From an optimization exercise on the open Yosys and OpenROAD flow, aimed at small area, a short achievable clock period and few clock cycles; shortcuts taken in it are not production practice. Function was not checked in any run shown here: the RTL went through the layout flow alone. Power figures rest on the tool's default switching activity, not on a simulated workload.

### design/flow/config.mk
export PLATFORM = sky130hd
export DESIGN_NAME = lwc_spe
export DESIGN_NICKNAME = lwc_spe
export VERILOG_FILES = /design/flow/design.v
export SDC_FILE = /design/flow/constraint.sdc
export NUM_CORES = 4
export LEC_CHECK = 0
export CAP_MARGIN = 20
export CORE_MARGIN = 2
export CORE_UTILIZATION = 40
export SLEW_MARGIN = 20
### design/flow/constraint.sdc
create_clock -name core_clock -period 7.0 [get_ports {clk}]
set_input_delay 1.4000 -clock core_clock [delete_from_list [all_inputs] [get_ports {clk}]]
set_output_delay 1.4000 -clock core_clock [all_outputs]
set_load 0.01 [all_outputs]
### design/flow/design.v
module lwc_spe (
    input  wire       clk,
    input  wire       rst,             
    input  wire       req_valid,
    output wire       req_ready,
    input  wire [1:0] req_op,          
    input  wire [7:0] req_in_len,
    input  wire [7:0] req_key_len,
    input  wire [7:0] req_ad_len,
    input  wire [7:0] req_nonce_len,   
    output reg  [1:0] buf_sel,         
    output reg  [7:0] buf_addr,
    input  wire [7:0] buf_data,
    output wire       res_valid,
    input  wire       res_ready,
    output wire [7:0] res_data,
    output wire       rsp_valid,
    input  wire       rsp_ready,
    output reg        rsp_ok,
    output reg  [3:0] rsp_err_class,
    output reg  [3:0] rsp_err_stage,
    output reg  [7:0] rsp_err_code,
    output wire       rsp_err_known,
    output reg        rsp_trace_valid,
    output reg        rsp_flags_valid,
    output reg        rsp_key_is_done,
    output reg        rsp_input_min_len,
    output wire       tx_valid,
    input  wire       tx_ready,
    output reg  [7:0] tx_data,
    output wire       tx_last,
    output wire       link_flush,
    input  wire       rx_valid,
    output wire       rx_ready,
    input  wire [7:0] rx_data,
    input  wire       rx_last,
    input  wire       rx_empty,        
    output wire       inst_arm,
    output wire       cap_req,
    input  wire       cap_done,
    input  wire       cap_timeout,
    output wire       inst_trace,
    output wire       ent_req,
    input  wire [7:0] ent_data
);
    localparam [7:0] MAX_INPUT_LEN  = 8'd200;
    localparam [7:0] KEY_LEN        = 8'd32;
    localparam [7:0] MAX_AD_LEN     = 8'd160;
    localparam [4:0] NONCE_LEN      = 5'd16;
    localparam [7:0] CHUNK_SIZE     = 8'd100;
    localparam [1:0] OP_ENC = 2'd0, OP_DEC = 2'd1, OP_HASH = 2'd2, OP_STATUS = 2'd3;
    localparam [7:0] T_I = 8'h69, T_K = 8'h6B, T_A = 8'h61, T_P = 8'h70, T_H = 8'h68,
                     T_S = 8'h73, T_R = 8'h72, T_E = 8'h65, T_T = 8'h74;
    localparam [3:0] C_PROTOCOL = 4'd1, C_CONFIG_LENGTH = 4'd2, C_LOCAL_TIMEOUT = 4'd3,
                     C_UNEXPECTED_TAG = 4'd4, C_RESULT_LENGTH = 4'd5,
                     C_INSTRUMENT_TIMEOUT = 4'd6, C_MALFORMED_FRAME = 4'd7,
                     C_RESULT_OVERFLOW = 4'd9, C_ERROR_FRAME_ZERO = 4'd10;
    localparam [3:0] G_SET_INPUT = 4'd1, G_SET_KEY = 4'd2, G_SET_AD = 4'd3,
                     G_FETCH_RESULT = 4'd5, G_FINAL_ACK = 4'd6,
                     G_STATUS_QUERY = 4'd7, G_STATUS_ACK = 4'd8, G_CAPTURE = 4'd9;
    localparam [3:0] ST_IDLE = 4'd0, ST_FFAIL = 4'd1, ST_IN = 4'd2, ST_KEY = 4'd3,
                     ST_AD = 4'd4, ST_PERF = 4'd5, ST_FACK = 4'd6, ST_CAP = 4'd7,
                     ST_TRACE = 4'd8, ST_RES = 4'd9, ST_RSP = 4'd10, ST_STAT = 4'd11,
                     ST_SACK = 4'd12;
    reg  [3:0] step;
    reg  [1:0] op;
    reg  [7:0] key_len, ad_len, nonce_len;
    reg  [7:0] rem;           
    reg        req_ready_r, rsp_valid_r, link_flush_r, inst_arm_r, inst_trace_r;
    reg        cap_req_r, ent_req_r, rx_ready_r, res_valid_r, tx_valid_r, tx_last_r;
    reg        rsp_err_known_r;
    reg  [7:0] res_data_r;
    reg        tx_act;        
    reg  [1:0] hdr;           
    reg        scmd1;
    reg  [7:0] plen;          
    reg        src_fifo;      
    reg        arm_done;
    reg  [4:0] draws;         
    reg  [7:0] f0, f1;
    reg  [1:0] fcnt;
    reg  [2:0] cnt;           
    reg  [7:0] tag, b3;
    reg        tag_r, tag_e, tag_t;
    reg        b3_zero, b3_eq, b3_known, b4_nz;
    reg  [7:0] d1, d2;
    reg  [7:0] nchunk;
    reg  [7:0] wr_ptr;        
    reg        ovf;
    reg        wr_en_q;
    reg  [6:0] wr_addr_q;
    reg  [7:0] wr_data_q;
    reg  [7:0] res_mem [0:127];
    reg  [7:0] rd_ptr;
    assign req_ready     = req_ready_r;
    assign rsp_valid     = rsp_valid_r;
    assign link_flush    = link_flush_r;
    assign inst_arm      = inst_arm_r;
    assign inst_trace    = inst_trace_r;
    assign cap_req       = cap_req_r;
    assign ent_req       = ent_req_r;
    assign rx_ready      = rx_ready_r;
    assign res_valid     = res_valid_r;
    assign res_data      = res_data_r;
    assign tx_valid      = tx_valid_r;
    assign tx_last       = tx_last_r;
    assign rsp_err_known = rsp_err_known_r;
    wire       tx_take  = tx_valid_r & tx_ready;
    wire       tx_done  = tx_take & tx_last_r;
    wire       tx_load  = tx_act & ~tx_done & (tx_take | ~tx_valid_r);
    wire       arm_ok   = (op != OP_ENC) | arm_done | inst_arm_r;
    wire       pay_ok   = ~src_fifo | ((fcnt != 2'd0) & ((plen != 8'd1) | arm_ok));
    wire       pay_load = tx_load & hdr[1] & pay_ok;
    wire       pop      = pay_load & src_fifo;
    wire [7:0] chunk    = (rem > CHUNK_SIZE) ? CHUNK_SIZE : rem;
    wire       rx_beat  = rx_valid & rx_ready_r;
    wire       rx_byte  = rx_beat & ~rx_empty;
    wire       rx_end   = rx_beat & (rx_empty | rx_last);
    wire       filled   = ~rx_empty & (cnt >= 3'd3);
    wire       ge6      = cnt >= 3'd5;
    wire       ge7      = cnt == 3'd6;
    wire       wr_now   = rx_byte & (step == ST_PERF) & tag_r & (cnt >= 3'd5);
    wire       ovf_fin  = ovf | (wr_now & wr_ptr[7]);
    reg  [3:0] ack_stage;
    always @(*) begin
        case (step)
            ST_IN:   ack_stage = G_SET_INPUT;
            ST_KEY:  ack_stage = G_SET_KEY;
            ST_AD:   ack_stage = G_SET_AD;
            ST_FACK: ack_stage = G_FINAL_ACK;
            default: ack_stage = G_STATUS_ACK;
        endcase
    end
    reg  [7:0] role_tag;
    always @(*) begin
        case (step)
            ST_IN:   role_tag = T_I;
            ST_KEY:  role_tag = T_K;
            default: role_tag = T_A;
        endcase
    end
    wire [1:0] fcnt_pop = fcnt - {1'b0, pop};
    wire [1:0] fcnt_nx  = fcnt_pop + {1'b0, ent_req_r};
    wire [4:0] draws_nx = draws - {4'd0, ent_req_r};
    task fail;
        input [3:0] cls;
        input [3:0] stg;
        input [7:0] code;
        input       known;
        begin
            rsp_ok            <= 1'b0;
            rsp_err_class     <= cls;
            rsp_err_stage     <= stg;
            rsp_err_code      <= code;
            rsp_err_known_r   <= known;
            rsp_trace_valid   <= 1'b0;
            rsp_flags_valid   <= 1'b0;
            rsp_key_is_done   <= 1'b0;
            rsp_input_min_len <= 1'b0;
            rsp_valid_r       <= 1'b1;
            step              <= ST_RSP;
        end
    endtask
    task frame;
        input [7:0] cmd;
        input       scmd;
        input [7:0] len;
        input       fifo;
        input [1:0] sel;
        input       clr;
        begin
            tx_act     <= 1'b1;
            tx_valid_r <= 1'b1;
            tx_data    <= cmd;
            tx_last_r  <= 1'b0;
            hdr        <= 2'd0;
            scmd1      <= scmd;
            plen       <= len;
            src_fifo   <= fifo;
            buf_sel    <= sel;
            if (clr) buf_addr <= 8'd0;
        end
    endtask
    task results;
        begin
            if (wr_ptr == 8'd0) begin
                rsp_valid_r <= 1'b1;
                step        <= ST_RSP;
            end else begin
                res_valid_r <= 1'b1;
                res_data_r  <= res_mem[7'd0];
                rd_ptr      <= 8'd1;
                step        <= ST_RES;
            end
        end
    endtask
    always @(posedge clk) begin
        if (wr_en_q) res_mem[wr_addr_q] <= wr_data_q;
    end
    always @(posedge clk) begin
        if (rst) begin
            step         <= ST_IDLE;
            req_ready_r  <= 1'b1;
            rsp_valid_r  <= 1'b0;
            link_flush_r <= 1'b0;
            inst_arm_r   <= 1'b0;
            inst_trace_r <= 1'b0;
            cap_req_r    <= 1'b0;
            ent_req_r    <= 1'b0;
            rx_ready_r   <= 1'b0;
            res_valid_r  <= 1'b0;
            tx_valid_r   <= 1'b0;
            tx_last_r    <= 1'b0;
            tx_act       <= 1'b0;
            wr_en_q      <= 1'b0;
            draws        <= 5'd0;
            fcnt         <= 2'd0;
            cnt          <= 3'd0;
        end else begin
            link_flush_r <= 1'b0;
            inst_arm_r   <= 1'b0;
            inst_trace_r <= 1'b0;
            wr_en_q      <= 1'b0;
            if (inst_arm_r) arm_done <= 1'b1;
            if (pop && fcnt == 2'd2) f0 <= f1;
            if (ent_req_r) begin
                if (fcnt_pop == 2'd0) f0 <= ent_data;
                else                  f1 <= ent_data;
            end
            fcnt      <= fcnt_nx;
            draws     <= draws_nx;
            ent_req_r <= (draws_nx != 5'd0) && (fcnt_nx <= 2'd1);
            if (ent_req_r && draws == 5'd1 && op == OP_ENC) inst_arm_r <= 1'b1;
            if (tx_done) begin
                tx_valid_r <= 1'b0;
                tx_act     <= 1'b0;
                rx_ready_r <= 1'b1;
                cnt        <= 3'd0;
            end else if (tx_load) begin
                if (hdr == 2'd0) begin
                    tx_data    <= {7'd0, scmd1};
                    tx_last_r  <= 1'b0;
                    hdr        <= 2'd1;
                    tx_valid_r <= 1'b1;
                end else if (hdr == 2'd1) begin
                    tx_data    <= plen;
                    tx_last_r  <= (plen == 8'd0);
                    hdr        <= 2'd2;
                    tx_valid_r <= 1'b1;
                end else if (pay_ok) begin
                    tx_data    <= src_fifo ? f0 : buf_data;
                    tx_last_r  <= (plen == 8'd1);
                    plen       <= plen - 8'd1;
                    buf_addr   <= buf_addr + 8'd1;
                    tx_valid_r <= 1'b1;
                end else begin
                    tx_valid_r <= 1'b0;
                end
            end
            if (rx_byte) begin
                if (cnt != 3'd6) cnt <= cnt + 3'd1;
                if (cnt == 3'd1) begin
                    tag   <= rx_data;
                    tag_r <= (rx_data == T_R);
                    tag_e <= (rx_data == T_E);
                    tag_t <= (rx_data == T_T);
                end
                if (cnt == 3'd3) begin
                    b3       <= rx_data;
                    b3_zero  <= (rx_data == 8'd0);
                    b3_eq    <= (rx_data == nchunk);
                    b3_known <= (rx_data >= 8'h01) && (rx_data <= 8'h05);
                end
                if (cnt == 3'd4) b4_nz <= (rx_data != 8'd0);
                d1 <= rx_data;
                d2 <= d1;
                if (wr_now) begin
                    if (!wr_ptr[7]) begin
                        wr_en_q   <= 1'b1;
                        wr_addr_q <= wr_ptr[6:0];
                        wr_data_q <= d2;
                        wr_ptr    <= wr_ptr + 8'd1;
                    end else begin
                        ovf <= 1'b1;
                    end
                end
            end
            if (rx_end) begin
                cnt        <= 3'd0;
                rx_ready_r <= 1'b0;
                case (step)
                ST_PERF: begin
                    if (!filled)
                        fail(C_LOCAL_TIMEOUT, G_FETCH_RESULT, 8'h00, 1'b0);
                    else if (tag_r) begin
                        if (ovf_fin)
                            fail(C_RESULT_OVERFLOW, G_FETCH_RESULT, T_R, 1'b0);
                        else begin
                            nchunk     <= nchunk + 8'd1;
                            rx_ready_r <= 1'b1;
                        end
                    end else if (tag_t) begin
                        if (!ge6)
                            fail(C_MALFORMED_FRAME, G_FETCH_RESULT, T_T, 1'b0);
                        else if (!b3_eq)
                            fail(C_RESULT_LENGTH, G_FETCH_RESULT, b3, 1'b0);
                        else begin
                            step       <= ST_FACK;
                            rx_ready_r <= 1'b1;
                        end
                    end else if (tag_e) begin
                        if (!ge6)
                            fail(C_MALFORMED_FRAME, G_FETCH_RESULT, T_E, 1'b0);
                        else if (!b3_zero)
                            fail(C_PROTOCOL, G_FETCH_RESULT, b3, b3_known);
                        else
                            fail(C_ERROR_FRAME_ZERO, G_FETCH_RESULT, 8'h00, 1'b0);
                    end else
                        fail(C_UNEXPECTED_TAG, G_FETCH_RESULT, tag, 1'b0);
                end
                ST_STAT: begin
                    if (!filled)
                        fail(C_LOCAL_TIMEOUT, G_STATUS_QUERY, 8'h00, 1'b0);
                    else if (tag_r) begin
                        if (!ge7)
                            fail(C_MALFORMED_FRAME, G_STATUS_QUERY, T_R, 1'b0);
                        else begin
                            rsp_key_is_done   <= ~b3_zero;
                            rsp_input_min_len <= b4_nz;
                            step              <= ST_SACK;
                            rx_ready_r        <= 1'b1;
                        end
                    end else if (tag_e) begin
                        if (!ge6)
                            fail(C_MALFORMED_FRAME, G_STATUS_QUERY, T_E, 1'b0);
                        else if (!b3_zero)
                            fail(C_PROTOCOL, G_STATUS_QUERY, b3, b3_known);
                        else
                            fail(C_ERROR_FRAME_ZERO, G_STATUS_QUERY, 8'h00, 1'b0);
                    end else
                        fail(C_UNEXPECTED_TAG, G_STATUS_QUERY, tag, 1'b0);
                end
                default: begin
                    if (!filled)
                        fail(C_LOCAL_TIMEOUT, ack_stage, 8'h00, 1'b0);
                    else if (!tag_e)
                        fail(C_UNEXPECTED_TAG, ack_stage, tag, 1'b0);
                    else if (!ge6)
                        fail(C_MALFORMED_FRAME, ack_stage, tag, 1'b0);
                    else if (!b3_zero)
                        fail(C_PROTOCOL, ack_stage, b3, b3_known);
                    else if (step == ST_FACK) begin
                        if (op == OP_DEC)
                            results();
                        else begin
                            cap_req_r <= 1'b1;
                            step      <= ST_CAP;
                        end
                    end else if (step == ST_SACK) begin
                        rsp_valid_r <= 1'b1;
                        step        <= ST_RSP;
                    end else if (rem != 8'd0) begin
                        frame(role_tag, 1'b0, chunk, 1'b0, step[1:0] - 2'd2, 1'b0);
                        rem <= rem - chunk;
                    end else if (step == ST_IN && op == OP_HASH) begin
                        frame(T_H, 1'b0, 8'd0, 1'b0, 2'd0, 1'b0);
                        inst_arm_r <= 1'b1;
                        arm_done   <= 1'b0;
                        step       <= ST_PERF;
                    end else if (step == ST_IN) begin
                        if (key_len > KEY_LEN)
                            fail(C_CONFIG_LENGTH, G_SET_KEY, 8'h00, 1'b0);
                        else begin
                            frame(T_K, 1'b1, 8'd0, 1'b0, 2'd1, 1'b1);
                            rem  <= key_len;
                            step <= ST_KEY;
                        end
                    end else if (step == ST_KEY) begin
                        if (ad_len > MAX_AD_LEN)
                            fail(C_CONFIG_LENGTH, G_SET_AD, 8'h00, 1'b0);
                        else begin
                            frame(T_A, 1'b1, 8'd0, 1'b0, 2'd2, 1'b1);
                            rem  <= ad_len;
                            step <= ST_AD;
                        end
                    end else begin
                        step     <= ST_PERF;
                        arm_done <= 1'b0;
                        if (nonce_len == 8'd0) begin
                            frame(T_P, op == OP_ENC, {3'd0, NONCE_LEN}, 1'b1, 2'd3, 1'b1);
                            draws     <= NONCE_LEN;
                            ent_req_r <= 1'b1;
                        end else begin
                            frame(T_P, op == OP_ENC, nonce_len, 1'b0, 2'd3, 1'b1);
                            inst_arm_r <= (op == OP_ENC);
                        end
                    end
                end
                endcase
            end
            case (step)
            ST_IDLE: if (req_valid) begin
                req_ready_r     <= 1'b0;
                op              <= req_op;
                key_len         <= req_key_len;
                ad_len          <= req_ad_len;
                nonce_len       <= req_nonce_len;
                rem             <= req_in_len;
                nchunk          <= 8'd0;
                wr_ptr          <= 8'd0;
                ovf             <= 1'b0;
                rsp_ok          <= 1'b1;
                rsp_err_class   <= 4'd0;
                rsp_err_stage   <= 4'd0;
                rsp_err_code    <= 8'd0;
                rsp_err_known_r <= 1'b0;
                rsp_trace_valid <= (req_op == OP_ENC) || (req_op == OP_HASH);
                rsp_flags_valid <= (req_op == OP_STATUS);
                rsp_key_is_done   <= 1'b0;
                rsp_input_min_len <= 1'b0;
                link_flush_r    <= 1'b1;
                if (req_op == OP_STATUS) begin
                    frame(T_S, 1'b0, 8'd0, 1'b0, 2'd0, 1'b1);
                    step <= ST_STAT;
                end else if (req_in_len > MAX_INPUT_LEN) begin
                    step <= ST_FFAIL;
                end else begin
                    frame(T_I, 1'b1, 8'd0, 1'b0, 2'd0, 1'b1);
                    step <= ST_IN;
                end
            end
            ST_FFAIL: fail(C_CONFIG_LENGTH, G_SET_INPUT, 8'h00, 1'b0);
            ST_CAP: if (cap_done) begin
                cap_req_r <= 1'b0;
                if (cap_timeout)
                    fail(C_INSTRUMENT_TIMEOUT, G_CAPTURE, 8'h00, 1'b0);
                else begin
                    inst_trace_r <= 1'b1;
                    step         <= ST_TRACE;
                end
            end
            ST_TRACE: results();
            ST_RES: if (res_ready) begin
                if (rd_ptr == wr_ptr) begin
                    res_valid_r <= 1'b0;
                    rsp_valid_r <= 1'b1;
                    step        <= ST_RSP;
                end else begin
                    res_data_r <= res_mem[rd_ptr[6:0]];
                    rd_ptr     <= rd_ptr + 8'd1;
                end
            end
            ST_RSP: if (rsp_ready) begin
                rsp_valid_r <= 1'b0;
                req_ready_r <= 1'b1;
                step        <= ST_IDLE;
            end
            default: ;
            endcase
        end
    end
endmodule
### design/flow/run.sh
#!/bin/bash
# synth_recipe.tcl (not shown) runs the flow's synth.tcl, then flattens the netlist and writes it again
# the make line also repeats each setting of config.mk as NAME=value (left out here)
make -C /OpenROAD-flow-scripts/flow DESIGN_CONFIG=/design/flow/config.mk WORK_HOME=/design/flow/orfs CLKGATE_MAP_FILE= SYNTH_SCRIPT=/design/flow/synth_recipe.tcl finish
==> results of run 1 <==
worst register-to-register path, delay by kind of cell (launching register included):
family	cells	cell delay, ns
compound gates	2	0.51
mux	2	0.81
flops	1	0.73
simple gates	1	0.11
buf+inv	2	1.35
through the flow:
step	utilization	power [mW]
detailed placement	0.4250	13.05
global placement	0.4250	13.04
CTS	0.4557	19.68
floorplan	-	11.69
finish	0.4564	19.56
global route	0.4564	20.29
placed cells by master (no fill, tap or decap), types with 31 or more instances in the layout:
cell / Yosys / routed
edfxtp_1: 1214 / 1214
nor2_1: 314 / 312
mux4_2: 188 / 188
mux2i_1: 178 / 178
nand2_1: 161 / 161
o21ai_0: 146 / 146
clkbuf_16: 0 / 132
clkdlybuf4s50_1: 0 / 127
a21oi_1: 90 / 90
a221oi_1: 78 / 78
nand3_1: 68 / 65
a22oi_1: 51 / 51
buf_4: 17 / 46
a31oi_1: 33 / 33
clkbuf_1: 86 / 32
nor3_1: 31 / 31
worst max-delay path by stage:
stage	startpoint	to	slack [ns]	depth (start not counted)
finish	rx_empty	rem[7]	3.00	8
global route	rx_empty	rem[7]	2.83	8
CTS	rx_empty	rem[7]	3.18	8
detailed placement	rx_empty	rem[7]	2.37	8
global placement	rx_empty	rem[7]	2.38	8
floorplan	rst	f1[0]	1.57	3
cell families after synthesis:
kind of cell,Yosys count,share of synthesized area
buf+inv,205,0.02004
xor+xnor,48,0.007958
flops,1248,0.7030
fa+ha+maj,21,0.004974
simple gates,771,0.07212
other cells,1,0.00007099
compound gates,582,0.07608
mux,375,0.1158
layout make-up:
| class | instances | share of cell area |
|---|---|---|
| multi-input combinational | 1798 | 0.2447 |
| clock inverter | 63 | 0.01021 |
| sequential | 1248 | 0.6199 |
| inverter | 31 | 0.001984 |
| clock buffer | 164 | 0.05713 |
| timing repair buffer | 182 | 0.02944 |
| tap | 1755 | 0.03664 |
power breakdown:
| group | switching, mW | internal [mW] | leakage [nW] |
|---|---|---|---|
| Clock | 2.93 | 3.72 | 1.96 |
| Sequential | 0.389 | 8.44 | 11.3 |
| Combinational | 2.39 | 1.69 | 5.96 |
| Total | 5.71 | 13.9 | 19.2 |
per-layer routing:
layer / track usage / vias up / part of all wire
met4: 0.05793 / 0 / 0.025
met1: 0.2701 / 15558 / 0.42
met3: 0.03258 / 206 / 0.068
met2: 0.3162 / 1206 / 0.48
li1: - / 13352 / -
met5: 0 / - / 0
==> flow_summary_export.csv, run 1 <==
group,metric,value,unit
die,core,131300,µm²
worst_setup_path,worstPathArrival,4.59,ns
cells_and_area,drive_gt1_frac,0.1443,
cts,postCtsSetupRepairBufs,0,
cells_and_area,diodes,0,
placement,placed_cells,5009,
cts,path_clk_slew,0.06,ns
grt,grt_max_degree,113,
timing,clock_skew,0.03358,ns
cts,cts_resized,0,
cells_and_area,syn2layout_area_growth,13.44,%
placement,dpl.hpwl,82.57,mm
timing,worst_slack,3.004,ns
placement,dp_worst_setup_slack,2.367,ns
timing,grt_setup_unrepaired,"false",
worst_setup_path,path_max_fanout,17,
synth,yosys.area.top_type_share,0.6901,
placement,io_buffers,127,
synth,post-synth-top-count-cell,"edfxtp_1",
synth,synth_edf_count,1214,
worst_setup_path,required,7.59,ns
timing,maxSlewViolCount,0,
synth,synth_nets,3341,
synth,yosysSeqAreaShare,0.7030,
synth,yosys.area.top_type,"edfxtp_1",
die,pin_count,128,
synth,synth_flop_cell,"edfxtp_1",
worst_setup_path,crit_chain,"clkdlybuf4s50_1 -> o211ai_4 -> or3_1 -> nor4_4 -> nand2_1 -> nor4_1 -> a21oi_1 -> a21oi_1",
grt,grt_pass1_vias,30126,
cts,cts.hold.buffers_added,0,
timing,tightest_slew,1.116,ns
cts,cts_tree,"yes",
cells_and_area,ff_latch_area,37150,µm²
worst_setup_path,critPathKind,"in -> reg",
worst_setup_path,path_buf_inv,1,
worst_setup_path,slowest_delay,0.77,ns
worst_setup_path,reg2reg_slack,3.24,ns
grt,groute.usage.overall,0.1949,
timing,fin_crit,3.996,ns
die,die_w,367.4,µm
worst_setup_path,critPathLaunchType,"primary input",
synth,netlist_area,52830,µm²
routing,drtPass1Iterations,6,
timing,period_share,0.5708,
worst_setup_path,worst_r2r_path_depth,7,
routing,detail_route.vias_per_cell,5.786,
power_and_ir_drop,leakagePower,19.23,nW
cells_and_area,fin_nets,3481,
timing,max_slew_margin,0.2532,
placement,post_dp_cell_area,55800,µm²
timing,max_freq,0.2503,GHz
run,drv_cap,0,
die,initial_core_util,0.4023,
worst_setup_path,path_delay_family,"simple AND/OR/NAND/NOR gates",
power_and_ir_drop,ir_worst_vdd,0.0002520,V
cells_and_area,fill_cells,11281,
cts,cts_buffer_depth,3,
cells_and_area,design_area,59930,µm²
worst_hold_path,hold_path.class,"reg -> reg",
routing,num_vias,30322,
grt,antenna_found_initial,0,
cts,cts_num_sinks,1248,
worst_setup_path,cpMaxStageDelayCell,"nor4_4",
placement,routabilityCongestion,0.8900,
timing,setup_violations,0,
timing,hold_viol,0,
routing,ant_nets,0,
cts,cts_made_buffers,130,
synth,synthCells,3251,
worst_hold_path,hold_end,"wr_data_q[3]",
power_and_ir_drop,powerDensity,326.4,nW/µm²
timing,holdWs,0.4150,ns
routing,drtIter0Drc,2976,
worst_hold_path,min_path_cells,0,
synth,yosys-top-cells-count,"edfxtp_1 (1214), nor2_1 (314), mux4_2 (188), mux2i_1 (178), nand2_1 (161)",
cts,htree_levels,4,
worst_setup_path,reg2reg_to,"res_data_r[7]",
synth,ys_ff_latch,1248,
timing,setup_tns,0,ns
status,status,"timing/DRC/antenna clean",
cts,clockRootBuffer,"clkbuf_16",
routing,drc,0,
die,die_y,367.4,µm
grt,grt_pass1_wl,198.5,mm
routing,routedWlPerCell,25.39,µm
cells_and_area,fin_cells,5241,
synth,ys_async_sr_fraction,0,
routing,wl,133.1,mm
synth,avgSynthCellArea,16.25,µm²
worst_setup_path,endpoint_kind,"flip-flop",
die,dieArea,135000,µm²
cells_and_area,top_register,"res_mem",
worst_hold_path,min_from,"d2[3]",
cells_and_area,multi_input_area,14670,µm²
grt,gr-total-overflow,0,
synth,synthTopCellsByArea,"edfxtp_1 (69%), mux4_2 (8.0%), mux2i_1 (3.4%), nor2_1 (2.2%), o21ai_0 (1.4%)",
synth,yosysWarnings,1,
die,rows,133,
cts,insertion_delay,0.76,ns
worst_setup_path,crit_top_cell,"a21oi_1",
cells_and_area,largest_reg_flops,1024,
synth,ys_types,111,
==> run 2, diff against run 1 <==
--- a/design/flow/design.v
+++ b/design/flow/design.v
@@ -81,16 +81,18 @@
     reg  [1:0] fcnt;
     reg  [2:0] cnt;           
-    reg  [7:0] tag, b3;
     reg        tag_r, tag_e, tag_t;
     reg        b3_zero, b3_eq, b3_known, b4_nz;
-    reg  [7:0] d1, d2;
+    reg  [7:0] d1, d2, d3;
     reg  [7:0] nchunk;
     reg  [7:0] wr_ptr;        
     reg        ovf;
-    reg        wr_en_q;
-    reg  [6:0] wr_addr_q;
-    reg  [7:0] wr_data_q;
     reg  [7:0] res_mem [0:127];
-    reg  [7:0] rd_ptr;
+    reg        msh;           
+    reg        fetch;         
+    reg  [1:0] mph;           
+    reg  [2:0] pad;           
+    reg  [3:0] tap;
+    reg  [7:0] sp;            
+    reg  [1:0] occ;           
     assign req_ready     = req_ready_r;
     assign rsp_valid     = rsp_valid_r;
@@ -120,6 +122,14 @@
     wire       ge6      = cnt >= 3'd5;
     wire       ge7      = cnt == 3'd6;
-    wire       wr_now   = rx_byte & (step == ST_PERF) & tag_r & (cnt >= 3'd5);
+    wire       drain    = (step == ST_PERF);
+    wire       wr_now   = rx_byte & drain & tag_r & (cnt >= 3'd5);
     wire       ovf_fin  = ovf | (wr_now & wr_ptr[7]);
+    wire       stored   = (drain & rx_ready_r & ~tag_r & (cnt >= 3'd2)) |
+                          (step == ST_FACK) | (step == ST_CAP) | (step == ST_TRACE);
+    wire [2:0] mis      = wr_ptr[2:0] + pad;
+    wire [7:0] wr_m1    = wr_ptr - 8'd1;
+    wire       res_take = res_valid_r & res_ready;
+    wire [1:0] occ_nx   = occ + {1'b0, fetch} - {1'b0, res_take};
+    wire       fetch_nx = (mph == 2'd2) & (wr_ptr != 8'd0) & (occ_nx <= 2'd1);
     reg  [3:0] ack_stage;
     always @(*) begin
@@ -143,4 +153,13 @@
     wire [1:0] fcnt_nx  = fcnt_pop + {1'b0, ent_req_r};
     wire [4:0] draws_nx = draws - {4'd0, ent_req_r};
+    integer k;
+    always @(posedge clk) begin
+        if (msh) begin
+            res_mem[0] <= d3;
+            for (k = 1; k < 128; k = k + 1)
+                res_mem[k] <= res_mem[k - 1];
+        end
+    end
+    wire [7:0] tap_byte = res_mem[{tap, 3'd7}];
     task fail;
         input [3:0] cls;
@@ -184,11 +203,10 @@
     task results;
         begin
-            if (wr_ptr == 8'd0) begin
+            rsp_err_code <= 8'h00;
+            if (wr_ptr == 8'd0 && occ_nx == 2'd0) begin
                 rsp_valid_r <= 1'b1;
                 step        <= ST_RSP;
             end else begin
-                res_valid_r <= 1'b1;
-                res_data_r  <= res_mem[7'd0];
-                rd_ptr      <= 8'd1;
+                res_valid_r <= (occ_nx != 2'd0);
                 step        <= ST_RES;
             end
@@ -196,7 +214,4 @@
     endtask
     always @(posedge clk) begin
-        if (wr_en_q) res_mem[wr_addr_q] <= wr_data_q;
-    end
-    always @(posedge clk) begin
         if (rst) begin
             step         <= ST_IDLE;
@@ -213,13 +228,15 @@
             tx_last_r    <= 1'b0;
             tx_act       <= 1'b0;
-            wr_en_q      <= 1'b0;
             draws        <= 5'd0;
             fcnt         <= 2'd0;
             cnt          <= 3'd0;
+            msh          <= 1'b0;
+            fetch        <= 1'b0;
+            mph          <= 2'd0;
+            occ          <= 2'd0;
         end else begin
             link_flush_r <= 1'b0;
             inst_arm_r   <= 1'b0;
             inst_trace_r <= 1'b0;
-            wr_en_q      <= 1'b0;
             if (inst_arm_r) arm_done <= 1'b1;
             if (pop && fcnt == 2'd2) f0 <= f1;
@@ -258,8 +275,27 @@
                 end
             end
+            msh   <= 1'b0;
+            fetch <= fetch_nx;
+            occ   <= occ_nx;
+            if (drain) tap <= wr_m1[6:3];
+            if (fetch_nx) begin
+                msh    <= 1'b1;
+                wr_ptr <= wr_ptr - 8'd1;
+            end
+            if (mph == 2'd0 && stored) mph <= (mis == 3'd0) ? 2'd2 : 2'd1;
+            if (mph == 2'd1) begin
+                msh <= 1'b1;
+                pad <= pad + 3'd1;
+                if (mis == 3'd7) mph <= 2'd2;
+            end
+            if (fetch) begin
+                if (occ != 2'd0 && !(occ == 2'd1 && res_take)) sp <= tap_byte;
+                else                                           res_data_r <= tap_byte;
+            end
+            if (res_take && occ == 2'd2) res_data_r <= sp;
             if (rx_byte) begin
                 if (cnt != 3'd6) cnt <= cnt + 3'd1;
                 if (cnt == 3'd1) begin
-                    tag   <= rx_data;
+                    rsp_err_code <= rx_data;
                     tag_r <= (rx_data == T_R);
                     tag_e <= (rx_data == T_E);
@@ -267,5 +303,5 @@
                 end
                 if (cnt == 3'd3) begin
-                    b3       <= rx_data;
+                    if (tag_e || (tag_t && drain)) rsp_err_code <= rx_data;
                     b3_zero  <= (rx_data == 8'd0);
                     b3_eq    <= (rx_data == nchunk);
@@ -275,10 +311,9 @@
                 d1 <= rx_data;
                 d2 <= d1;
+                d3 <= d2;
                 if (wr_now) begin
                     if (!wr_ptr[7]) begin
-                        wr_en_q   <= 1'b1;
-                        wr_addr_q <= wr_ptr[6:0];
-                        wr_data_q <= d2;
-                        wr_ptr    <= wr_ptr + 8'd1;
+                        msh    <= 1'b1;
+                        wr_ptr <= wr_ptr + 8'd1;
                     end else begin
                         ovf <= 1'b1;
@@ -304,5 +339,5 @@
                             fail(C_MALFORMED_FRAME, G_FETCH_RESULT, T_T, 1'b0);
                         else if (!b3_eq)
-                            fail(C_RESULT_LENGTH, G_FETCH_RESULT, b3, 1'b0);
+                            fail(C_RESULT_LENGTH, G_FETCH_RESULT, rsp_err_code, 1'b0);
                         else begin
                             step       <= ST_FACK;
@@ -313,9 +348,9 @@
                             fail(C_MALFORMED_FRAME, G_FETCH_RESULT, T_E, 1'b0);
                         else if (!b3_zero)
-                            fail(C_PROTOCOL, G_FETCH_RESULT, b3, b3_known);
+                            fail(C_PROTOCOL, G_FETCH_RESULT, rsp_err_code, b3_known);
                         else
                             fail(C_ERROR_FRAME_ZERO, G_FETCH_RESULT, 8'h00, 1'b0);
                     end else
-                        fail(C_UNEXPECTED_TAG, G_FETCH_RESULT, tag, 1'b0);
+                        fail(C_UNEXPECTED_TAG, G_FETCH_RESULT, rsp_err_code, 1'b0);
                 end
                 ST_STAT: begin
@@ -335,9 +370,9 @@
                             fail(C_MALFORMED_FRAME, G_STATUS_QUERY, T_E, 1'b0);
                         else if (!b3_zero)
-                            fail(C_PROTOCOL, G_STATUS_QUERY, b3, b3_known);
+                            fail(C_PROTOCOL, G_STATUS_QUERY, rsp_err_code, b3_known);
                         else
                             fail(C_ERROR_FRAME_ZERO, G_STATUS_QUERY, 8'h00, 1'b0);
                     end else
-                        fail(C_UNEXPECTED_TAG, G_STATUS_QUERY, tag, 1'b0);
+                        fail(C_UNEXPECTED_TAG, G_STATUS_QUERY, rsp_err_code, 1'b0);
                 end
                 default: begin
@@ -345,9 +380,9 @@
                         fail(C_LOCAL_TIMEOUT, ack_stage, 8'h00, 1'b0);
                     else if (!tag_e)
-                        fail(C_UNEXPECTED_TAG, ack_stage, tag, 1'b0);
+                        fail(C_UNEXPECTED_TAG, ack_stage, rsp_err_code, 1'b0);
                     else if (!ge6)
-                        fail(C_MALFORMED_FRAME, ack_stage, tag, 1'b0);
+                        fail(C_MALFORMED_FRAME, ack_stage, T_E, 1'b0);
                     else if (!b3_zero)
-                        fail(C_PROTOCOL, ack_stage, b3, b3_known);
+                        fail(C_PROTOCOL, ack_stage, rsp_err_code, b3_known);
                     else if (step == ST_FACK) begin
                         if (op == OP_DEC)
@@ -358,6 +393,7 @@
                         end
                     end else if (step == ST_SACK) begin
-                        rsp_valid_r <= 1'b1;
-                        step        <= ST_RSP;
+                        rsp_err_code <= 8'h00;
+                        rsp_valid_r  <= 1'b1;
+                        step         <= ST_RSP;
                     end else if (rem != 8'd0) begin
                         frame(role_tag, 1'b0, chunk, 1'b0, step[1:0] - 2'd2, 1'b0);
@@ -410,8 +446,11 @@
                 wr_ptr          <= 8'd0;
                 ovf             <= 1'b0;
+                mph             <= 2'd0;
+                pad             <= 3'd0;
+                fetch           <= 1'b0;
+                occ             <= 2'd0;
                 rsp_ok          <= 1'b1;
                 rsp_err_class   <= 4'd0;
                 rsp_err_stage   <= 4'd0;
-                rsp_err_code    <= 8'd0;
                 rsp_err_known_r <= 1'b0;
                 rsp_trace_valid <= (req_op == OP_ENC) || (req_op == OP_HASH);
@@ -441,12 +480,10 @@
             end
             ST_TRACE: results();
-            ST_RES: if (res_ready) begin
-                if (rd_ptr == wr_ptr) begin
+            ST_RES: begin
+                res_valid_r <= (occ_nx != 2'd0);
+                if (res_take && occ_nx == 2'd0 && wr_ptr == 8'd0 && !fetch) begin
                     res_valid_r <= 1'b0;
                     rsp_valid_r <= 1'b1;
                     step        <= ST_RSP;
-                end else begin
-                    res_data_r <= res_mem[rd_ptr[6:0]];
-                    rd_ptr     <= rd_ptr + 8'd1;
                 end
             end
--- a/design/flow/config.mk
+++ b/design/flow/config.mk
@@ -9,3 +9,4 @@
 export CORE_MARGIN = 2
 export CORE_UTILIZATION = 40
+export SETUP_SLACK_MARGIN = 4.0
 export SLEW_MARGIN = 20
==> run 2 against run 1 <==
  * Still clean
  * Synthesized cell count fell by 25%
  * Clock skew rose by 0.0050 ns
  * Clock power rose by 3.2%
  * Total power fell by 12%
  * Setup slack improved by 0.88 ns
  * Non-clock buffer count rose by 37
  * Final area fell by 13%
  * Largest cell class unchanged
==> flow_summary_export.csv, run 2 <==
group,metric,value,unit
status,status,"timing/DRC/antenna clean",
power_and_ir_drop,finalPower,17.13,mW
synth,ys_ff_latch,1230,
synth,synth_nets,2522,
die,core,109000,µm²
grt,grt_pass1_vias,22227,
power_and_ir_drop,p_sw,3.912,mW
timing,setup_tns,0,ns
power_and_ir_drop,swShare,0.2283,
cells_and_area,layout_common_cells,"edfxtp_1 (1198), nor2_1 (140), nand2_1 (122), clkbuf_16 (122), a21oi_1 (89)",
cells_and_area,drive_gt1_frac,0.1453,
timing,grt_setup_unrepaired,"true",
worst_setup_path,endpoint_kind,"flip-flop",
synth,ys_types,100,
routing,num_vias,22802,
power_and_ir_drop,leakagePower,16.89,nW
cts,insertion_delay,0.71,ns
cells_and_area,fin_cells,4216,
synth,yosys-top-cells-count,"edfxtp_1 (1198), nor2_1 (148), nand2_1 (125), a21oi_1 (91), o21ai_0 (80)",
synth,avgSynthCellArea,18.13,µm²
cts,clockRootBuffer,"clkbuf_16",
placement,post_dp_cell_area,47140,µm²
synth,synth_edf_count,1198,
die,rows,121,
power_and_ir_drop,internal_power,13.22,mW
routing,drtIter0Drc,2208,
synth,ys_async_sr_fraction,0,
routing,met1_length,41.67,mm
power_and_ir_drop,ir_worst_vdd,0.0002331,V
grt,grt_max_degree,220,
die,initial_core_util,0.4039,
timing,holdWs,0.3872,ns
timing,maxSlewViolCount,0,
synth,synth_flop_cell,"edfxtp_1",
synth,yosysSeqAreaShare,0.8317,
worst_setup_path,required,7.42,ns
routing,routedWlPerCell,21.68,µm
placement,io_buffers,127,
worst_hold_path,hold_path.class,"reg -> reg",
routing,wl,91.41,mm
worst_setup_path,cpMaxStageDelayCell,"edfxtp_1",
timing,max_slew_margin,0.2750,
synth,synthCells,2428,
timing,setup_violations,0,
die,die_w,335.8,µm
worst_hold_path,hold_end,"res_mem[63][1]",
synth,yosys.area.top_type,"edfxtp_1",
timing,tightest_slew,1.081,ns
cts,path_clk_slew,0.07,ns
synth,synthTopCellsByArea,"edfxtp_1 (82%), dfxtp_1 (1.5%), nor2_1 (1.3%), nand2_1 (1.1%), a21oi_1 (1.0%)",
cts,cts_made_buffers,121,
cells_and_area,largest_reg_flops,1024,
cts,cts_tree,"yes",
cts,cts_num_sinks,1230,
cells_and_area,multi_input_area,7308,µm²
routing,drc,0,
worst_setup_path,critPathLaunchType,"flip-flop",
synth,netlist_area,44020,µm²
power_and_ir_drop,p_seq_frac,0.519,
timing,hold_viol,0,
worst_setup_path,reg2reg_slack,3.89,ns
run,drv_cap,0,
worst_setup_path,critPathKind,"reg -> reg",
routing,dr_wl_met2,41.78,mm
die,dieArea,112700,µm²
timing,clock_skew,0.03861,ns
die,die_y,335.8,µm
routing,met3_length,5.140,mm
worst_setup_path,path_max_fanout,10,
routing,drtPass1Iterations,6,
worst_setup_path,reg2reg_from,"b3_zero",
cells_and_area,fin_nets,2788,
die,pin_count,128,
synth,yosys.area.top_type_share,0.8171,
cells_and_area,design_area,52170,µm²
placement,placed_cells,3921,
placement,routabilityCongestion,0.8572,
synth,yosysWarnings,2,
cells_and_area,final_common_cell,"edfxtp_1",
grt,grt_pass1_wl,137.0,mm
worst_hold_path,min_from,"res_mem[62][1]",
cts,cts_buffer_depth,3,
worst_hold_path,min_path_cells,0,
worst_setup_path,crit_chain,"o2111ai_2 -> or2_2 -> a311oi_1 -> o21ai_1 -> a31oi_1 -> nor3_1",
grt,antenna_found_initial,2,
routing,ant_nets,0,
routing,detail_route.vias_per_cell,5.408,
worst_setup_path,worst_r2r_path_depth,6,
grt,groute.usage.overall,0.1582,
cts,cts.hold.buffers_added,0,
worst_setup_path,worstPathArrival,3.53,ns
power_and_ir_drop,p_clk_frac,0.401,
synth,post-synth-top-count-cell,"edfxtp_1",
cells_and_area,top_register,"res_mem",
cts,htree_levels,3,
cells_and_area,syn2layout_area_growth,18.51,%
timing,period_share,0.4444,
power_and_ir_drop,powerDensity,328.4,nW/µm²
timing,max_freq,0.3215,GHz
worst_setup_path,reg2reg_to,"rsp_err_stage[1]",
timing,fin_crit,3.111,ns
routing,maxUsedRoutingLayer,"met4",
cells_and_area,fill_cells,9085,
placement,dpl.hpwl,54.39,mm
worst_setup_path,slowest_delay,0.80,ns
cells_and_area,ff_latch_area,36630,µm²
power_and_ir_drop,combPwrFrac,0.080,
grt,gr-total-overflow,0,
run 2: cell types whose count changed after synthesis, sizes merged, moves of 18 or more:
cell	delta
nand4	-18
nand2	-37
mux2i	-147
buf	-55
mux4	-184
clkbuf	-41
a22oi	-24
nor2	-169
o21ai	-63
a221oi	-64
run 2: per-stage QoR:
stage	util	setup WS [ns]
4_1_cts	0.4756	3.911
3_3_place_gp	0.4324	2.457
2_1_floorplan	-	-0.7350
6_report	0.4786	3.889
3_5_place_dp	0.4324	2.343
5_1_grt	0.4786	3.868
run 2: final cells by class:
type	count	area share
sequential	1230	0.7021
multi-input combinational	1080	0.1401
clock buffer	143	0.06003
timing repair buffer	219	0.03825
tap	1414	0.03391
clock inverter	87	0.02237
inverter	41	0.003142
timing repair inverter	1	0.00009593
antenna	1	0.00004796
run 2: timing repair:
action,in CTS,in global routing
setup buffers,37,24
cloned,1,1
pin swaps,6,11
resized for setup,107,36
endpoints found under the hold margin,0,0
endpoints found under the setup margin,257,102
run 2: worst max-delay path by stage:
stage	from	end	slack (ns)	depth (start not counted)
floorplan	msh	res_mem[0][0]	-0.74	0
global placement	rx_empty	rem[7]	2.46	6
detailed placement	rx_empty	plen[7]	2.34	7
CTS	req_valid	plen[7]	3.91	8
global route	b3_zero	rsp_err_stage[1]	3.87	6
finish	b3_zero	rsp_err_stage[1]	3.89	6
run 2: cells by family after synthesis:
kind of cell,share of synthesized area
and+or+nand+nor,0.05803
adders and majority gates,0.007276
DFF,0.8317
AOI/OAI and AO/OA,0.06656
muxes,0.01447
other,0.00008518
buffers and inverters,0.01103
xor gates and xnor gates,0.01086
run 2: layer usage:
layer / up-vias / global-route usage
met1: 11618 / 0.2244
li1: 10168 / -
met4: 0 / 0.05410
met3: 202 / 0.03224
met2: 814 / 0.2444
met5: - / 0
run 2: power by group through the flow:
stage	clock network [mW]	logic, mW	registers, mW
2_1_floorplan	0	0.755	9.13
3_3_place_gp	0	1.27	9.03
3_5_place_dp	0	1.31	9.04
4_1_cts	7.08	1.34	8.88
5_1_grt	7.34	1.51	8.93
6_report	6.87	1.38	8.89
run 2: critical path: cells and delay by family, from the launching register on:
family           cells  cell delay, ns
AO/OA/AOI/OAI        4            1.48
flip-flops           1            0.80
AND/OR/NAND/NOR      2            0.56
==> run 3, diff against run 2 <==
--- a/design/flow/config.mk
+++ b/design/flow/config.mk
@@ -9,4 +9,3 @@
 export CORE_MARGIN = 2
 export CORE_UTILIZATION = 40
-export SETUP_SLACK_MARGIN = 4.0
 export SLEW_MARGIN = 20
==> run 3 against run 2 <==
  * Still clean
  * Hold slack worse by 0.012 ns
  * Flip-flop and latch count stayed put
  * Synthesized area stayed put
  * Die area stayed put
  * Count of clock-buffer cells in the layout is 9 higher
  * Synthesized cell count stayed put
  * Global-route usage is 0.10 points lower
  * Critical path type unchanged
  * Largest cell class unchanged
==> flow_summary_export.csv, run 3 <==
group,metric,value,unit
status,status,"timing/DRC/antenna clean",
cells_and_area,fin_nets,2728,
synth,synth_flop_cell,"edfxtp_1",
routing,ant_nets,0,
power_and_ir_drop,ir_worst_vdd,0.0002225,V
cells_and_area,multi_input_area,6939,µm²
worst_setup_path,required,7.43,ns
synth,yosys.area.top_type_share,0.8171,
synth,synthCells,2428,
placement,io_buffers,127,
routing,wl,89.75,mm
timing,tightest_slew,1.057,ns
die,initial_core_util,0.4039,
timing,max_slew_margin,0.2955,
cts,path_clk_slew,0.06,ns
routing,drc,0,
cts,htree_levels,3,
placement,routabilityCongestion,0.8628,
synth,synth_edf_count,1198,
synth,ys_types,100,
synth,synthTopCellsByArea,"edfxtp_1 (82%), dfxtp_1 (1.5%), nor2_1 (1.3%), nand2_1 (1.1%), a21oi_1 (1.0%)",
worst_setup_path,reg2reg_slack,2.93,ns
synth,yosysWarnings,2,
timing,period_share,0.5819,
power_and_ir_drop,powerDensity,320.1,nW/µm²
worst_setup_path,path_max_fanout,25,
cts,cts.hold.buffers_added,0,
cells_and_area,layout_common_cells,"edfxtp_1 (1198), nor2_1 (146), clkdlybuf4s50_1 (127)",
grt,antenna_found_initial,2,
die,die_y,335.8,µm
cts,cts_made_buffers,121,
timing,max_freq,0.2455,GHz
cts,clockRootBuffer,"clkbuf_16",
timing,maxSlewViolCount,0,
cts,postCtsSetupRepairBufs,0,
worst_setup_path,critPathKind,"reg -> reg",
synth,yosys-top-cells-count,"edfxtp_1 (1198), nor2_1 (148), nand2_1 (125), a21oi_1 (91), o21ai_0 (80)",
cts,cts_resized,0,
routing,drtIter0Drc,2447,
timing,hold_viol,0,
timing,holdWs,0.3755,ns
cts,cts_buffer_depth,3,
cells_and_area,final_common_cell,"edfxtp_1",
grt,groute.usage.overall,0.1572,
worst_setup_path,endpoint_kind,"flip-flop",
synth,synth_nets,2522,
grt,grt_max_degree,169,
synth,yosysSeqAreaShare,0.8317,
cells_and_area,drive_gt1_frac,0.09440,
die,rows,121,
die,die_w,335.8,µm
grt,gr-total-overflow,0,
timing,setup_tns,0,ns
cells_and_area,syn2layout_area_growth,15.40,%
synth,yosys.area.top_type,"edfxtp_1",
placement,dp_worst_setup_slack,2.396,ns
worst_setup_path,worstPathArrival,4.50,ns
synth,netlist_area,44020,µm²
synth,ys_ff_latch,1230,
cells_and_area,largest_reg_flops,1024,
cells_and_area,fill_cells,9173,
routing,num_vias,22405,
timing,grt_setup_unrepaired,"false",
die,core,109000,µm²
power_and_ir_drop,leakagePower,16.14,nW
die,pin_count,128,
timing,setup_violations,0,
cts,cts_num_sinks,1230,
grt,grt_pass1_wl,135.2,mm
run,drv_cap,0,
cells_and_area,ff_latch_area,36620,µm²
timing,fin_crit,4.074,ns
grt,grt_pass1_vias,22037,
routing,drtPass1Iterations,6,
die,dieArea,112700,µm²
worst_hold_path,hold_path.class,"reg -> reg",
timing,worst_slack,2.927,ns
routing,routedWlPerCell,21.63,µm
cells_and_area,top_register,"res_mem",
synth,ys_async_sr_fraction,0,
placement,dpl.hpwl,55.29,mm
cts,insertion_delay,0.72,ns
synth,avgSynthCellArea,18.13,µm²
synth,post-synth-top-count-cell,"edfxtp_1",
cts,cts_tree,"yes",
timing,clock_skew,0.04821,ns
routing,detail_route.vias_per_cell,5.400,
worst_setup_path,critPathLaunchType,"flip-flop",
-- run 3: worst max-delay path, cell delays in order, from the launching register on --
cell	delay [ns]
dfxtp_1	0.95
and4b_1	0.49
nor4_4	0.57
and3_1	0.89
o21ai_4	0.20
nand2_1	0.39
nor2_1	0.09
a41o_1	0.22
-- run 3: area by class of cell --
| type | instances | share of cell area |
|---|---|---|
| multi-input cells | 1079 | 0.1366 |
| clock inverters | 70 | 0.01064 |
| flip-flops and latches | 1230 | 0.7208 |
| repair buffers | 161 | 0.03152 |
| diodes | 2 | 0.00009851 |
| inverters | 41 | 0.003054 |
| well taps | 1414 | 0.03482 |
| clock buffers | 152 | 0.06250 |
-- run 3: path summary, 6_finish.rpt --
path	start	cells after the start	to
setup / recovery	step[2]	7	plen[7]
hold / removal	res_mem[82][2]	0	res_mem[83][2]
setup reg to reg	step[2]	7	plen[7]
hold reg to reg	res_mem[82][2]	0	res_mem[83][2]
-- run 3: layer usage --
metal | vias to the layer above | share of wire | global-route usage
met5 | - | 0 | 0
met1 | 11280 | 0.45 | 0.2244
met4 | 0 | 0.035 | 0.06087
li1 | 10050 | - | -
met3 | 198 | 0.064 | 0.03281
met2 | 877 | 0.45 | 0.2373
-- run 3: logic make-up after synthesis --
logic type                 Yosys count  share of synthesized area
DFF                               1230                     0.8317
and+or+nand+nor                    511                    0.05803
AOI/OAI and AO/OA                  433                    0.06656
buffers and inverters              119                    0.01103
muxes                               56                    0.01447
xor gates and xnor gates            53                    0.01086
adders and majority gates           25                   0.007276
other                                1                 0.00008518
-- run 3: stage by stage --
stage	utilization	instances	total power [mW]	instance area, µm²
final	0.4661	4149	16.26	50810
after global routing	0.4661	4148	16.90	50800
after CTS	0.4660	4147	16.44	50800
after detailed placement	0.4319	3925	10.34	47080
after global placement	0.4319	3925	10.29	47080
after floorplan	-	2428	9.869	44030
-- run 3: report_power, final --
part	switching, mW	internal [mW]
registers	0.305	8.61
logic	0.810	0.490
clock network	2.69	3.36
==> run 4, diff against run 3 <==
==> design/flow/flow/run.sh (new file) <==
#!/bin/bash
# The standard layout, with two changes to how the ports are buffered: each port
# gets a sky130_fd_sc_hd__buf_2 instead of the smallest buffer, and timing repair
# may resize cells across footprints. Every tool's output goes to flow_make.log
# here (and ORFS's own per-step logs under orfs/logs/).
set -euo pipefail
bash standard.sh MATCH_CELL_FOOTPRINT=0 \
    "BUFFER_PORTS_ARGS=-buffer_cell sky130_fd_sc_hd__buf_2" finish > flow_make.log 2>&1
==> design/flow/standard.sh (new file) <==
#!/bin/bash
# synth_recipe.tcl (not shown) runs the flow's synth.tcl, then flattens the netlist and writes it again
# the make line also repeats each setting of config.mk as NAME=value (left out here)
make -C /OpenROAD-flow-scripts/flow DESIGN_CONFIG=/design/flow/config.mk WORK_HOME=/design/flow/orfs CLKGATE_MAP_FILE= SYNTH_SCRIPT=/design/flow/synth_recipe.tcl "${@:-finish}"
--- a/design/flow/config.mk
+++ b/design/flow/config.mk
@@ -9,3 +9,4 @@
 export CORE_MARGIN = 2
 export CORE_UTILIZATION = 40
+export SETUP_SLACK_MARGIN = 4.0
 export SLEW_MARGIN = 20
removed: design/flow/run.sh
==> run 4 against run 3 <==
  * Core utilization decreased by 0.096 points
  * Synthesized area did not move
  * Cell count is 0.65% higher
  * Total power rose by 0.25%
  * Non-clock buffer count rose by 21
  * Count of clock-buffer cells in the layout unchanged
  * Critical path depth rose by 6
==> flow_summary_export.csv, run 4 <==
group,metric,value,unit
status,status,"timing/DRC/antenna clean",
worst_setup_path,critPathLaunchType,"primary input",
cts,cts_made_buffers,120,
routing,drc,0,
cts,htree_levels,3,
die,dieArea,112700,µm²
synth,ys_async_sr_fraction,0,
grt,antenna_found_initial,1,
timing,setup_violations,0,
synth,synth_nets,2522,
grt,grt_max_degree,216,
worst_setup_path,crit_chain,"buf_6 -> nand2_8 -> inv_4 -> ha_4 -> inv_2 -> ha_4 -> xnor3_1 -> nand3b_1 -> nand2b_4 -> or3b_4 -> o31ai_4 -> xnor2_1 -> nor2_1",
cells_and_area,multi_input_area,7217,µm²
cells_and_area,top_register,"res_mem",
synth,ys_types,100,
worst_setup_path,worst_r2r_path_depth,7,
worst_setup_path,crit_top_cell,"ha_4",
worst_setup_path,cp-startpoint,"res_ready",
placement,placed_cells,3919,
synth,yosys.area.top_type,"edfxtp_1",
timing,tightest_slew,0.9940,ns
cells_and_area,fill_cells,9248,
die,die_y,335.8,µm
worst_setup_path,reg2reg_from,"tap[1]",
cells_and_area,final_common_cell,"edfxtp_1",
timing,clock_skew,0.04836,ns
die,die_w,335.8,µm
cells_and_area,ff_latch_area,36630,µm²
timing,max_slew_margin,0.3373,
synth,post-synth-top-count-cell,"edfxtp_1",
synth,yosys-top-cells-count,"edfxtp_1 (1198), nor2_1 (148), nand2_1 (125), a21oi_1 (91), o21ai_0 (80)",
worst_setup_path,critPathKind,"in -> reg",
die,core,109000,µm²
cts,cts.hold.buffers_added,0,
routing,num_vias,22507,
cells_and_area,fin_cells,4176,
power_and_ir_drop,ir_worst_vdd,0.0002026,V
synth,yosysSeqAreaShare,0.8317,
routing,drtIter0Drc,2521,
power_and_ir_drop,powerDensity,321.6,nW/µm²
placement,io_buffers,127,
timing,maxSlewViolCount,0,
timing,period_share,0.4237,
cts,path_clk_slew,0.07,ns
cts,cts_tree,"yes",
worst_setup_path,cpMaxStageDelayCell,"or3b_4",
synth,yosys.area.top_type_share,0.8171,
timing,max_freq,0.3372,GHz
worst_setup_path,slowest_delay,0.41,ns
die,rows,121,
cells_and_area,layout_common_cells,"edfxtp_1 (1198), nor2_1 (140), buf_2 (126)",
worst_setup_path,reg2reg_slack,4.14,ns
cells_and_area,syn2layout_area_growth,15.16,%
synth,netlist_area,44020,µm²
placement,routabilityCongestion,0.8650,
synth,synth_edf_count,1198,
placement,dpl.hpwl,54.33,mm
synth,synthTopCellsByArea,"edfxtp_1 (82%), dfxtp_1 (1.5%), nor2_1 (1.3%), nand2_1 (1.1%), a21oi_1 (1.0%)",
die,initial_core_util,0.4039,
worst_setup_path,reg2reg_to,"res_data_r[5]",
worst_hold_path,hold_path.class,"reg -> reg",
worst_setup_path,critical_path.endpoint,"wr_ptr[4]",
grt,grt_pass1_vias,22121,
synth,ys_ff_latch,1230,
grt,gr-total-overflow,0,
routing,ant_nets,0,
routing,detail_route.vias_per_cell,5.390,
grt,groute.usage.overall,0.1555,
synth,synth_flop_cell,"edfxtp_1",
die,pin_count,128,
power_and_ir_drop,finalPower,16.30,mW
cells_and_area,largest_reg_flops,1024,
timing,grt_setup_unrepaired,"false",
synth,yosysWarnings,2,
routing,routedWlPerCell,21.41,µm
synth,synthCells,2428,
power_and_ir_drop,leakagePower,16.33,nW
cts,insertion_delay,0.71,ns
cts,cts_num_sinks,1230,
worst_setup_path,endpoint_kind,"flip-flop",
synth,avgSynthCellArea,18.13,µm²
worst_setup_path,worstPathArrival,3.41,ns
routing,wl,89.42,mm
cells_and_area,drive_gt1_frac,0.1641,
cts,clockRootBuffer,"clkbuf_16",
routing,drtPass1Iterations,7,
worst_setup_path,path_max_fanout,3,
timing,fin_crit,2.966,ns
run,drv_cap,0,
cts,cts_buffer_depth,3,
grt,grt_pass1_wl,135.0,mm
timing,hold_viol,0,
worst_setup_path,required,7.44,ns
cells_and_area,fin_nets,2750,
[run 4: how the worst min path moves through the flow]
stage	startpoint	to	slack, ns	cells after the start
2_1_floorplan	d1[0]	d2[0]	0.40	0
3_3_place_gp	res_mem[104][4]	res_mem[105][4]	0.40	0
3_5_place_dp	d3[1]	res_mem[0][1]	0.40	0
4_1_cts	res_mem[17][2]	res_mem[18][2]	0.39	0
5_1_grt	res_mem[22][2]	res_mem[23][2]	0.40	0
6_report	res_mem[52][2]	res_mem[53][2]	0.40	0
[run 4: where the power goes]
group / switching (mW) / leakage, nW / internal [mW]
sequential: 0.304 / 11.2 / 8.61
combinational: 0.831 / 3.33 / 0.443
clock: 2.69 / 1.83 / 3.43
total: 3.83 / 16.3 / 12.5
[run 4: cell families (layout without fill, tap and decap cells)]
kind of cell | Yosys count | in the layout | synth area share
adders and majority gates | 25 | 25 | 0.007276
and+or+nand+nor | 511 | 511 | 0.05803
other | 1 | 2 | 0.00008518
DFF | 1230 | 1230 | 0.8317
muxes | 56 | 56 | 0.01447
AOI/OAI and AO/OA | 433 | 433 | 0.06656
xor gates and xnor gates | 53 | 53 | 0.01086
buffers and inverters | 119 | 452 | 0.01103
[run 4: worst max-delay path, delay by kind of cell]
family | cells | cell delay, ns
AO/OA/AOI/OAI | 1 | 0.25
AND/OR/NAND/NOR | 5 | 0.79
XOR/XNOR | 2 | 0.40
adder cells (fa/ha/maj) | 2 | 0.39
buffers and inverters | 3 | 0.18
[run 4: area by class of cell]
type                       instances  share of cell area
clock buffer                     152             0.06244
antenna                            1          0.00004936
sequential                      1230              0.7224
tap                             1414             0.03490
multi-input combinational       1079              0.1423
timing repair inverter             2           0.0002468
clock inverter                    75             0.01182
timing repair buffer             182             0.02258
inverter                          41            0.003233
[run 4: what timing repair did]
action | CTS | global route
gates cloned | 1 | 1
setup endpoints to repair | 167 | 63
gates resized for setup | 22 | 24
pin swaps | 5 | 7
buffers inserted | 7 | 18
[run 4: through the flow]
step | instance area (µm²) | hold WS [ns] | setup TNS [ns] | setup WS (ns) | utilization
after floorplan | 44150 | 0.4003 | -752.68 | -0.7350 | -
after global placement | 46470 | 0.4006 | 0 | 2.895 | 0.4264
after detailed placement | 46470 | 0.4045 | 0 | 2.791 | 0.4264
after CTS | 50390 | 0.3853 | 0 | 3.932 | 0.4623
after global routing | 50700 | 0.4008 | 0 | 3.988 | 0.4651
final | 50700 | 0.3951 | 0 | 4.034 | 0.4651
[run 4: metal layers]
layer / up-vias / share of wire / global-route usage
met5: - / 0 / 0
met4: 0 / 0.031 / 0.05734
met3: 183 / 0.063 / 0.03097
met2: 856 / 0.45 / 0.2324
met1: 11380 / 0.46 / 0.2263
li1: 10088 / - / -

[static timing again, ports no longer ideal]
Ports are ideal in the flow. The routed layouts listed here were re-timed in OpenROAD. Step 1, drivers: a clkbuf_16 drives clk and a buf_2 each remaining input, both assumed. Step 2 times the ports against the registers' clock, not the clock port: input delays grow and output delays shrink by t, the midpoint of the rising clock arrivals with the driver on. Three values: no drivers, after step 1, after step 2; two values: the first two.
run	t, ns	slack for setup (ns)	hold slack, ns	cell pins on the clock port's net
run 1	0.819	3.004 / 3.054 / 2.235	0.415 / 0.415 / 0.415	1
run 2	0.757	3.889 / 3.889 / 3.267	0.387 / 0.387 / 0.387	1
run 3	0.758	2.927 / 2.927 / 2.363	0.375 / 0.375 / 0.375	1
run 4	0.750	4.034 / 4.016 / 3.266	0.395 / 0.395 / 0.395	1
After both steps every run listed still meets setup and hold. For run 1, which loses most, drivers alone change the setup slack by +0.050 ns; drivers and shift together by -0.769 ns.
